Background: an optimization exercise with open tools, aiming at small area, a short achievable clock period and few clock cycles per item. Do not read the settings as production practice.
The RTL was checked by simulation tests, not by an equivalence proof against the original design.
No activity file was given, so power comes from the tool's default toggle rates.

run A:
Design ct_meas, start of the top module:
module ct_meas (
    input  wire        clk,
    input  wire        rst,         
    input  wire        start,       
    input  wire        mode,        
    input  wire [1:0]  chan,        
    input  wire [15:0] raw,         
    output reg         ready,
    output reg         done,
    output reg         accept,
    output reg  [1:0]  chan_next,
    output wire [34:0] ohms,
    output wire [15:0] vmv,
    output wire [27:0] digits,      
    output reg         alert
);
Size in the first run: roughly 1300 cells after synthesis, ~110 I/O pins.
export LEC_CHECK = 0
export CAP_MARGIN = 20
export CORE_MARGIN = 2
export CORE_UTILIZATION = 60
export CTS_BUF_LIST = sky130_fd_sc_hd__clkbuf_4 sky130_fd_sc_hd__clkbuf_8
export PLACE_DENSITY = 0.65
export SETUP_SLACK_MARGIN = 5
export SLEW_MARGIN = 20
export TNS_END_PERCENT = 30
create_clock -name core_clock -period 10.0 [get_ports {clk}]
standard.sh (not shown) runs the stock make flow with config.mk's settings and CLKGATE_MAP_FILE= SYNTH_SCRIPT=/design/flow/synth_recipe.tcl, a recipe that flattens the netlist after the stock synthesis.
==> flow/flow/run.sh <==
#!/bin/bash
# Own flow: the standard layout (standard synthesis unchanged), with
# - port buffers of a plain buffer cell (every port still gets one).
set -euo pipefail
MARGIN=$(cat flow/margin.txt)
PORTBUF=$(cat flow/portbuf.txt)
bash standard.sh SETUP_SLACK_MARGIN="$MARGIN" "BUFFER_PORTS_ARGS=-buffer_cell $PORTBUF" finish > flow_standard.log 2>&1
==> flow/flow/margin.txt <==
6.25
==> flow/flow/portbuf.txt <==
sky130_fd_sc_hd__buf_2
Run A: all stages complete, timing, DRC and antenna checks passed
Testbench counts of run A, summed over its fixed seeds: cycles 28,021, items 2,048.
## Diff of input files: run B against run A
==> flow/flow/portbuf.txt <==
sky130_fd_sc_hd__buf_1
--- a/flow/config.mk
+++ b/flow/config.mk
@@ -12 +12 @@
-export PLACE_DENSITY = 0.65
+export PLACE_DENSITY = 0.75
@@ -15 +14,0 @@
-export TNS_END_PERCENT = 30
## What came out
Of the two values seen for end point of the critical path, q[33] was produced by run A and state[1] by run B.
Changes observed in run B relative to run A: met3 track utilization from global routing did not really move; global-route usage +0.20 points.
Run B reports a higher global-route wire length before repair than run A does.
Against run A as the reference, run B delivers a higher setup slack of the most critical reg-to-reg path.
Diff run A -> run B | total power | up slightly
Lower static power due to leakage among run A and run B: run B
When the final numbers for run A and run B were put side by side, the number of resized instances in the post-cts repair step turned out to be smaller in run A.
Summary of run B over run A: placer congestion estimate now smaller; wire length grew by 0.89%.
Run A ended up with flop to flop as its category of the critical setup timing path; run B ended up with input pin to flop.
On placed instance count, run A and run B are neck and neck.
Design area in run B is 0.86% lower than in run A
Modified inputs, run C compared to run B
==> flow/flow/portbuf.txt <==
sky130_fd_sc_hd__buf_2
--- a/flow/config.mk
+++ b/flow/config.mk
@@ -12 +12 @@
-export PLACE_DENSITY = 0.75
+export PLACE_DENSITY = 0.65
Results
- Compared with run B, run C shows a relative area change from synthesis to final layout that is 0.93 points higher.
- The area occupied by registers was comparable across run B and run C.
- Final core utilization (run C over run B): increase, 0.57 points
- Power share of the clock group was higher in the run labelled run B.
Input changes introduced in run D (baseline for comparison: run C):
--- a/flow/config.mk
+++ b/flow/config.mk
@@ -12 +12,2 @@
-export PLACE_DENSITY = 0.65
+export CTS_CLUSTER_SIZE = 40
+export PLACE_DENSITY = 0.75
## What came out
Lower design area among run C and run D: run C. The run showing the smaller critical path depth is run D. The higher switching power of the nets came out of run C. Diff run C -> run D: number of clock buffers in the layout higher, power has remained practically unchanged.
--- input diff run D..run E ---
--- a/flow/config.mk
+++ b/flow/config.mk
@@ -12 +11,0 @@
-export CTS_CLUSTER_SIZE = 40
Run E -> run D: source-to-sink clock delay at the later pin of the worst-skew pair flat. Area growth from synthesis to layout: run D vs run E identical. The number of antenna violations at the first check in global routing on run E is in line with that on run D. Flip-flop and latch count after synthesis essentially unchanged between run E and run D. From run D to run E the numbers moved as follows: post-detailed-placement half-perimeter wirelength stayed essentially flat, wire length of the first global-routing pass held. Re via count: no difference whatsoever between run E and run D.


ct_meas, a different RTL version from the one above (not shown whole).
For scale: roughly 1400 cells after synthesis, ~150 flip-flops, about 0.012 mm² of cells after synthesis.
// ct_meas
module ct_meas (
    input  wire        clk,
    input  wire        rst,         
    input  wire        start,       
    input  wire        mode,        
    input  wire [1:0]  chan,        
    input  wire [15:0] raw,         
    output reg         ready,
    output reg         done,
    output reg         accept,
    output reg  [1:0]  chan_next,
    output wire [34:0] ohms,
    output wire [15:0] vmv,
    output wire [27:0] digits,      
    output reg         alert
);
    localparam [1:0] F_IDLE  = 2'd0,
                     F_NODIV = 2'd1,
                     F_DIV   = 2'd2;
    localparam [26:0] VDIV = 27'd48904255;     
    reg [1:0]  state;
    reg [15:0] s;
    reg [1:0]  ch;
    reg        md;
    reg        slo, shi;       
    reg [26:0] rem;            
    reg [5:0]  cnt;            
    reg        step1, step2;   
    reg        xb;             
    reg        qd;             
    reg [34:0] q;
    reg [27:0] bcd;
    reg        fin;            
    reg        b_md, b_neg, b_acc, b_al;
    reg [1:0]  b_ch, b_cn;
    reg        vneg;           
    reg [6:0]  dfix;           
    wire neg  = s[15];
    wire last = (cnt == 6'd1);
    assign ohms   = q;
    assign vmv    = q[15:0] ^ {16{vneg}};
    genvar g;
    generate
        for (g = 0; g < 7; g = g + 1) begin : dout
            assign digits[4*g +: 4] = dfix[g] ? bcd[4*g +: 4] - 4'd6 : bcd[4*g +: 4];
        end
    endgenerate
    wire take = start && ready;
    wire signed [15:0] sraw = raw;
    wire in_lo  = (sraw <= 16'sd8000);
    wire in_hi  = (sraw >= 16'sd24000);
    wire in_pos = !raw[15] && (raw != 16'd0);
    wire in_acc = (!in_lo && !in_hi) || (chan == 2'd3 && in_lo) ||
  ...
export LEC_CHECK = 0
export CAP_MARGIN = 20
export CORE_MARGIN = 2
export CORE_UTILIZATION = 40
export SETUP_SLACK_MARGIN = 5
export SLEW_MARGIN = 20
create_clock -name core_clock -period 10.0 [get_ports {clk}]
==> flow/flow/margin.txt <==
6.5
==> flow/flow/portbuf.txt <==
sky130_fd_sc_hd__buf_1
Scripts as last shown in full above: flow/flow/run.sh
The baseline ran to the end with no violations.
Testbench counts at the start, summed over its fixed seeds: cycles 29,712, items 2,048.
Change:
==> flow/flow/portbuf.txt (replaced) <==
sky130_fd_sc_hd__buf_2
What happened: The changed run completed without violations; clock power went up by about 3%; total power went up by about 1.3%; cell area barely changes; area after synthesis does not change; combinational power stays flat; cell count went down by about 0.37%; critical path depth does not change; via count stays flat.

[what the ideal ports hide]
Ports are ideal in the flow. The routed layouts listed here were re-timed in OpenROAD.
Step 1 sets driving cells, clkbuf_16 on the clock port and buf_2 on the other inputs (assumed; they add their load-dependent delay and slew).
Step 2, shift: input delay + t, output delay - t, t = (earliest + latest rising clock arrival at the registers) / 2. This alone moves slack from input paths to output paths.
Three values: no drivers, after step 1, after step 2; two values: the first two.
run	t (ns)	setup slack, ns	worst slew at a driven data input, ns	cell pins on the clock port's net
run A	0.510	6.311 / 6.293 / 5.906	0.05	1
run B	0.496	6.306 / 6.325 / 5.829	0.04	1
run C	0.512	6.357 / 6.323 / 5.845	0.05	1
run D	0.503	6.339 / 6.299 / 5.859	0.05	1
run E	0.503	6.339 / 6.299 / 5.859	0.05	1
the first run of note 2	0.473	6.516 / 6.466 / 6.135	0.05	1
the second run of note 2	0.475	6.510 / 6.461 / 6.140	0.06	1
After both steps setup and hold are still met in every run listed. For run C, which loses most, drivers alone change the setup slack by -0.034 ns; drivers and shift together by -0.512 ns.
